This design comes from an exercise in tuning for small area on the open sky130 flow, not from production work.
Only simulation tests tie the RTL to the original design; equivalence was not proved.
Power figures rest on the tool's default switching activity, not on a simulated workload.

## pfse_frdec4
module pfse_frdec4 (
    input  wire        clk,
    input  wire        rst,
    input  wire        in_valid,
    input  wire [31:0] in_data,
    input  wire        in_last,
    input  wire [1:0]  in_nbytes,
    output wire        out_valid,
    output wire [1:0]  out_demux,       
    output wire [11:0] out_status,      
    output wire [6:0]  out_rel_id,
    output wire        out_agg,
    output wire [31:0] out_entry_id,
    output wire [31:0] out_attr2,
    output wire [31:0] out_attr3,
    output wire [31:0] out_udp_ports,   
    output wire [31:0] out_udp_lencs,   
    output wire [15:0] out_pay_off,
    output wire [15:0] out_pay_len,
    output wire [47:0] out_dmac,
    output wire [47:0] out_smac,
    output wire [31:0] out_src_ip,
    output wire [31:0] out_dst_ip,
    output wire [3:0]  out_ihl,
    output wire [7:0]  out_proto,
    output wire [15:0] out_totlen
);
    function [19:0] rca;
        input [19:0] a;
        input [19:0] b;
        input        ci;
        integer      i;
        reg          c;
        begin
            c = ci;
            for (i = 0; i < 20; i = i + 1) begin
                rca[i] = a[i] ^ b[i] ^ c;
                c      = (a[i] & b[i]) | (a[i] & c) | (b[i] & c);
            end
        end
    endfunction
    function [39:0] csa;      
        input [19:0] a;
        input [19:0] b;
        input [19:0] c;
        begin
            csa = {(a & b) | (a & c) | (b & c), a ^ b ^ c};
        end
    endfunction
    function [17:0] acc;
        input [15:0] lo;
        input        u0;
        input        u1;
        input [15:0] wa;
        input [15:0] wb;
        reg   [39:0] cs;
        reg   [19:0] r;
        begin
            cs  = csa({4'd0, lo}, {4'd0, wa}, {4'd0, wb});
  ...
Size: about 1,700 cells after synthesis, roughly 0.020 sq mm of cells after synthesis.
export LEC_CHECK = 0
export CAP_MARGIN = 20
export CORE_MARGIN = 2
export CORE_UTILIZATION = 45
export SLEW_MARGIN = 20
create_clock -name core_clock -period 24.0 [get_ports {clk}]
standard.sh (not shown) runs the stock make flow with config.mk's settings and CLKGATE_MAP_FILE= SYNTH_SCRIPT=/design/flow/synth_recipe.tcl, a recipe that flattens the netlist after the stock synthesis.
==> flow/flow/run.sh <==
#!/bin/bash
# The standard ORFS layout (standard.sh, unchanged synthesis), with two
# layout choices of its own:
#  - the port buffers use the smallest buffer cell (buf_1);
#  - the clock tree uses clkbuf_8 in small sink clusters and inserts no dummy loads.
set -euo pipefail
bash standard.sh \
  "BUFFER_PORTS_ARGS=-buffer_cell sky130_fd_sc_hd__buf_1" \
  "CTS_ARGS=-sink_clustering_enable -repair_clock_nets -dont_use_dummy_load -buf_list sky130_fd_sc_hd__clkbuf_8 -sink_clustering_size 12 -sink_clustering_max_diameter 40" \
  finish > standard_flow.log 2>&1
Rerun with:
--- a/flow/design.v
+++ b/flow/design.v
@@ -150,25 +150,27 @@
     assign m2[3] = in_valid & (ps[3] | ((ud | (p_udp & rk0) | rd | (p_rel & rk3)) & dg[3]));
     wire       odd2 = p_rel & (rk3 | rgt3);
     wire [7:0] a0 = m1[0] ? l0 : 8'd0;
     wire [7:0] a1 = m1[1] ? l1 : 8'd0;
     wire [7:0] a2 = m1[2] ? l2 : 8'd0;
     wire [7:0] a3 = m1[3] ? l3 : 8'd0;
     wire [15:0] w1a = {a0, a1};
     wire [15:0] w1b = {a2, a3};
     wire [7:0] b0 = m2[0] ? l0 : 8'd0;
     wire [7:0] b1 = m2[1] ? l1 : 8'd0;
     wire [7:0] b2 = m2[2] ? l2 : 8'd0;
     wire [7:0] b3 = m2[3] ? l3 : 8'd0;
-    wire [15:0] w2a = odd2 ? {b1, b2} : (in_valid & kb6) ? X : {b0, b1};
+    wire        use1 = p_rel & !valid_b;
+    wire [15:0] a1m  = use1 ? {A1[7:0], A1[15:8]} : 16'd0;
+    wire [15:0] w2a = fin ? a1m : odd2 ? {b1, b2} : (in_valid & kb6) ? X : {b0, b1};
     wire [15:0] w2b = odd2 ? {b3, b0} : {b2, b3};
     wire [15:0] a1lo = hs ? {8'd0, ~R_n[95:88]} : A1;
     wire [17:0] A1nx = acc(a1lo, A1u0 & !hs, A1u1 & !hs, w1a, w1b);
     wire [17:0] A2nx = acc(A2, A2u0, A2u1, w2a, w2b);
     wire a1_ok = (&A1[15:2]) & (A1[1] == !A1u1) & (A1[0] == !(A1u0 ^ A1u1));
     wire [4:0]  bc1 = (kb == 5'd31) ? 5'd31 : kb + 5'd1;
     wire [13:0] Cm1 = C - 14'd1;
     always @(posedge clk) begin
         if (rst) begin
             fresh <= 1'b1;
             fin   <= 1'b0;
         end else begin
@@ -249,28 +251,26 @@
     wire [31:0] gn = ~gd;                               
     wire c_rel   = p_rel;
     wire c_udp   = p_udp;
     wire good  = g_reg;
     wire g_rel = good & p_rel;
     wire g_udp = good & p_udp;
     wire g_b   = g_rel & valid_b;
     wire g_a   = g_rel & !valid_b;
     wire sel_b = p_rel & valid_b;
     wire [15:0] R45 = ~R_n[71:56];
     wire lenok = p_rel | (R45 == X);
     wire [15:0] ck  = ~(sel_b ? bck_n : p_rel ? R_n[47:32] : R_n[55:40]);
-    wire        use1 = p_rel & !valid_b;
-    wire [15:0] a1m  = use1 ? {A1[7:0], A1[15:8]} : 16'd0;
-    wire [19:0] us   = rca({4'd0, A2}, {4'd0, a1m}, A2u0);
-    wire [1:0]  hs2  = {us[16] & A2u1, us[16] ^ A2u1};        
+    wire [17:0] us   = A2nx;                                   
+    wire [1:0]  hs2  = {us[17], us[16] ^ us[17]};             
     wire [1:0]  h1   = {use1 & A1u1, use1 & (A1u0 ^ A1u1)};    
     wire        z0   = (&us[15:10]) & (us[9:8] == ~h1) & (&us[7:2]) & (us[1:0] == ~hs2);
     wire        z12  = (us[15:4] == 12'd0) &
                        (us[3:0] == ((hs2 == 2'd0) ? 4'd12 : (hs2 == 2'd1) ? 4'd11 : 4'd10));
     wire        us_ok = (p_rel & valid_b) ? z12 : z0;
     wire udpok = lenok & ((ck == 16'd0) | us_ok);
     wire [11:0] status = good ? {lenok, udpok, ipok, g_b & valid_a, 1'b1, g_b,
                                  !p_rel, p_rel, 4'd0} :
                          (c_rel | c_udp) ? 12'h083 : 12'h0B0;
     wire [19:0] plw = rca({4'd0, X}, 20'hFFFF8, 1'b0);    
     wire [4:0]  po  = {1'b0, ihl} + (g_b ? 5'd8 : 5'd5);
     assign out_valid     = fin & ~rst;
The changed run produced a clean layout.
Hold slack got worse by 0.036 ns.
Cell area is unchanged.
Register-to-register slack gets worse by 0.48 ns.
Total power barely changes.
Sequential power stays flat.
Routed wire length rises by 2.4%.
First-iteration DRC count decreases by 23%.
Sequential share of layout area stays the same.
Fmax went down by 1.9%.
Setup slack got worse by 0.36 ns.

-- separate check: timing with driven ports --
Ports are ideal in the flow. The routed layouts listed here were re-timed in OpenROAD. Step 1, drivers: a clkbuf_16 drives clk and a buf_2 each remaining input, both assumed. Step 2 times the ports against the registers' clock, not the clock port: input delays grow and output delays shrink by t, the midpoint of the rising clock arrivals with the driver on. Slacks: ideal ports / drivers / drivers and shift; pairs: ideal ports / drivers.
| run | t (ns) | setup WS [ns] | hold WS [ns] | worst register clock-pin slew, ns | worst slew at a driven data input, ns |
|---|---|---|---|---|---|
| the first run | 0.684 | 5.051 / 4.997 / 5.681 | 0.618 / 0.618 / 0.618 | 0.09 / 0.09 | 0.08 |
| the second run | 0.690 | 4.693 / 4.640 / 5.329 | 0.582 / 0.582 / 0.582 | 0.09 / 0.09 | 0.07 |
After both steps every run listed still meets setup and hold.
